What follows belongs to an exercise in optimizing a design on an open flow for small area, a short achievable clock period and few clock cycles per item; a production flow would make more cautious choices. RTL that was checked went through simulation tests only; none was proved equivalent to the original. Power and IR drop assume default switching activity.

==> v15 <==
==> flow/design.v <==
module ber_estimate (
    input             clk,
    input             rst,
    input             in_valid,
    output            in_ready,
    input      [63:0] err_cnt,
    input      [63:0] bit_cnt,
    output reg        out_valid,
    output reg        invalid,
    output reg [63:0] ber
);
    localparam [1:0] S_B    = 2'd0,    
                     S_E    = 2'd1,    
                     S_DIV  = 2'd2;    
    reg [1:0]  state;
    reg        seen;         
    reg        pend;         
    reg [5:0]  lzb, lze;     
    reg        bz, ez;       
    reg        inv_i, zero_i;
    reg [63:0] dv;           
    reg [63:0] rem;          
    reg        half;         
    reg [10:0] ex;           
    reg        first;        
    reg        q0;           
    reg [4:0]  cnt;
    assign in_ready = (state == S_E);
    function [5:0] lzc64(input [63:0] v);
        integer k;
        begin
            lzc64 = 6'd0;
            for (k = 0; k < 64; k = k + 1)
                if (v[k]) lzc64 = 6'd63 - k[5:0];
        end
    endfunction
    wire [63:0] sh_in  = (state == S_B) ? bit_cnt : err_cnt;
    wire [5:0]  sh_amt = (state == S_B) ? lzb : lze;
    wire [63:0] sh_out = sh_in << sh_amt;
    wire [65:0] x  = {rem, half, 1'b0};
    wire [66:0] t1 = {1'b0, x} - {3'b0, dv};
    wire [66:0] t2 = {1'b0, x} - {2'b0, dv, 1'b0};
    wire [66:0] t3 = {1'b0, x} - {3'b0, dv} - {2'b0, dv, 1'b0};
    wire [1:0]  d  = !t3[66] ? 2'd3 : !t2[66] ? 2'd2 : !t1[66] ? 2'd1 : 2'd0;
    wire [63:0] rn = !t3[66] ? t3[63:0] : !t2[66] ? t2[63:0] :
                     !t1[66] ? t1[63:0] : x[63:0];
    wire        last = (cnt == 5'd0) & ~first;
    wire [51:0] mant   = q0 ? ber[52:1] : ber[53:2];
    wire        guard  = q0 ? ber[0] : ber[1];
    wire        sticky = (rem != 64'd0) | (~q0 & ber[0]);
    wire        inc    = guard & (sticky | mant[0]);
    wire [62:0] rounded = {ex, mant} + {62'd0, inc};
    always @(posedge clk) begin
        lzb  <= lzc64(bit_cnt);
        lze  <= lzc64(err_cnt);
        bz   <= (bit_cnt == 64'd0);
        ez   <= (err_cnt == 64'd0);
        if (rst) begin
            state     <= S_B;
            seen      <= 1'b0;
            pend      <= 1'b0;
            out_valid <= 1'b0;
        end else begin
            seen      <= in_valid & ~in_ready;
            out_valid <= 1'b0;
            case (state)
                S_B: begin
                    if (pend) begin
                        pend      <= 1'b0;
                        out_valid <= 1'b1;
                        invalid   <= inv_i;
                        ber       <= zero_i ? 64'd0 : {1'b0, rounded};
                    end
                    if (in_valid && seen) begin
                        dv     <= sh_out;
                        inv_i  <= bz;
                        zero_i <= ez;
                        ex     <= 11'd1022 + {5'd0, lzb} - {5'd0, lze};
                        state  <= S_E;
                    end
                end
                S_E: begin
                    rem   <= {1'b0, sh_out[63:1]};
                    half  <= sh_out[0];
                    first <= 1'b1;
                    cnt   <= 5'd26;
                    state <= S_DIV;
                end
                default: begin
                    rem   <= rn;
                    half  <= 1'b0;
                    ber   <= {ber[61:0], d};
                    first <= 1'b0;
                    if (!first || d[1]) cnt <= cnt - 5'd1;
                    if (first) begin
                        q0 <= d[1];
                        ex <= ex + {10'd0, d[1]};
                    end
                    if (last) begin
                        pend  <= 1'b1;
                        state <= S_B;
                    end
                end
            endcase
        end
    end
endmodule
==> flow/run.sh <==
#!/bin/bash
# synth_recipe.tcl (not shown) runs the flow's synth.tcl, then flattens the netlist and writes it again
# the make line also repeats each setting of config.mk as NAME=value (left out here)
make -C /OpenROAD-flow-scripts/flow DESIGN_CONFIG=/design/flow/config.mk WORK_HOME=/design/flow/orfs CLKGATE_MAP_FILE= SYNTH_SCRIPT=/design/flow/synth_recipe.tcl finish
==> flow/config.mk <==
export PLATFORM = sky130hd
export DESIGN_NAME = ber_estimate
export DESIGN_NICKNAME = ber_estimate
export VERILOG_FILES = /design/flow/design.v
export SDC_FILE = /design/flow/constraint.sdc
export NUM_CORES = 4
export LEC_CHECK = 0
export ABC_CLOCK_PERIOD_IN_PS = 3000
export CAP_MARGIN = 20
export CORE_MARGIN = 2
export CORE_UTILIZATION = 55
export SETUP_SLACK_MARGIN = 5
export SLEW_MARGIN = 20
==> flow/constraint.sdc <==
create_clock -name core_clock -period 10.0 [get_ports {clk}]
set_input_delay 2.0000 -clock core_clock [delete_from_list [all_inputs] [get_ports {clk}]]
set_output_delay 2.0000 -clock core_clock [all_outputs]
set_load 0.01 [all_outputs]
==> v3 (differences from v15) <==
--- a/flow/design.v
+++ b/flow/design.v
@@ -42,3 +42,8 @@
     wire [66:0] t2 = {1'b0, x} - {2'b0, dv, 1'b0};
-    wire [66:0] t3 = {1'b0, x} - {3'b0, dv} - {2'b0, dv, 1'b0};
+    wire [66:0] n1 = ~{3'b0, dv};
+    wire [66:0] n2 = ~{2'b0, dv, 1'b0};
+    wire [66:0] x3 = {1'b0, x[65:1], 1'b1};
+    wire [66:0] cs_s = x3 ^ n1 ^ n2;
+    wire [66:0] cs_c = {(x3[65:0] & n1[65:0]) | (x3[65:0] & n2[65:0]) | (n1[65:0] & n2[65:0]), 1'b1};
+    wire [66:0] t3 = cs_s + cs_c;
     wire [1:0]  d  = !t3[66] ? 2'd3 : !t2[66] ? 2'd2 : !t1[66] ? 2'd1 : 2'd0;
@@ -51,3 +56,4 @@
     wire        inc    = guard & (sticky | mant[0]);
-    wire [62:0] rounded = {ex, mant} + {62'd0, inc};
+    wire [10:0] exf     = q0 ? ex : ex - 11'd1;
+    wire [62:0] rounded = {exf, mant} + {62'd0, inc};
     always @(posedge clk) begin
@@ -73,3 +79,3 @@
                     end
-                    if (in_valid && seen) begin
+                    if (seen) begin
                         dv     <= sh_out;
@@ -77,3 +83,3 @@
                         zero_i <= ez;
-                        ex     <= 11'd1022 + {5'd0, lzb} - {5'd0, lze};
+                        ex     <= 11'd1023 + {5'd0, lzb} - {5'd0, lze};
                         state  <= S_E;
@@ -94,6 +100,3 @@
                     if (!first || d[1]) cnt <= cnt - 5'd1;
-                    if (first) begin
-                        q0 <= d[1];
-                        ex <= ex + {10'd0, d[1]};
-                    end
+                    if (first) q0 <= d[1];
                     if (last) begin
--- a/flow/config.mk
+++ b/flow/config.mk
@@ -7,3 +7,2 @@
 export LEC_CHECK = 0
-export ABC_CLOCK_PERIOD_IN_PS = 3000
 export CAP_MARGIN = 20
==> results.json <==
{
  "run_status": "finished clean",
  "wl_met2_mm": 51.8,
  "power_mw": 4.60,
  "syn_inst": 3879,
  "multi_input_area_share_pct": 66.3,
  "timing.fmax_mhz": 205,
  "wl_met3_mm": 11.4,
  "synth.avg_cell_area_um2": 7.98,
  "final_area_um2": 34900,
  "powerSeq_mw": 1.22,
  "num_rows": 86,
  "cts_resized": 21
}
(the above is from v3)
==> results.json <==
{
  "timing.fmax_mhz": 150,
  "wl_met2_mm": 53.9,
  "synth.avg_cell_area_um2": 7.82,
  "clock_latency_ns": 0.62,
  "power_frac_seq_pct": 27.7,
  "grt.busiest_layer": "met2",
  "cts_resized": 176,
  "num_rows": 85,
  "run_status": "finished clean",
  "r2r-end": "rem[49]$_DFFE_PP_",
  "power_mw": 4.21,
  "pwr-share-clk_pct": 26.5,
  "final_area_um2": 36500,
  "powerSeq_mw": 1.17
}
(the above is from v15)
Testbench counts of v3, summed over its fixed seeds: cycles 70,278, items 2,400.
Function not checked in v15: the RTL went through the layout flow alone.

## what the ideal ports hide
Ports are ideal in the flow. The routed layouts listed here were re-timed in OpenROAD.
Step 1: set_driving_cell puts a clkbuf_16 on clk and a buf_2 on each other input, an assumption about the parent block.
Step 2 also shifts input and output timing later by t, the mid clock arrival at the registers, as if the neighbouring blocks saw the same clock.
Three values: ideal ports, drivers, drivers and shift; two values: the first two.
| run | t (ns) | setup WS [ns] | hold WS [ns] |
|---|---|---|---|
| v15 | 0.678 | 3.328 / 3.328 / 3.328 | 0.403 / 0.403 / 0.403 |
| v3 | 0.658 | 5.117 / 5.117 / 4.558 | 0.402 / 0.402 / 0.402 |
After both steps setup and hold are still met in every run listed. The setup slack of v3, which loses most, moves by 0.000 ns with the drivers and by -0.559 ns with both steps.
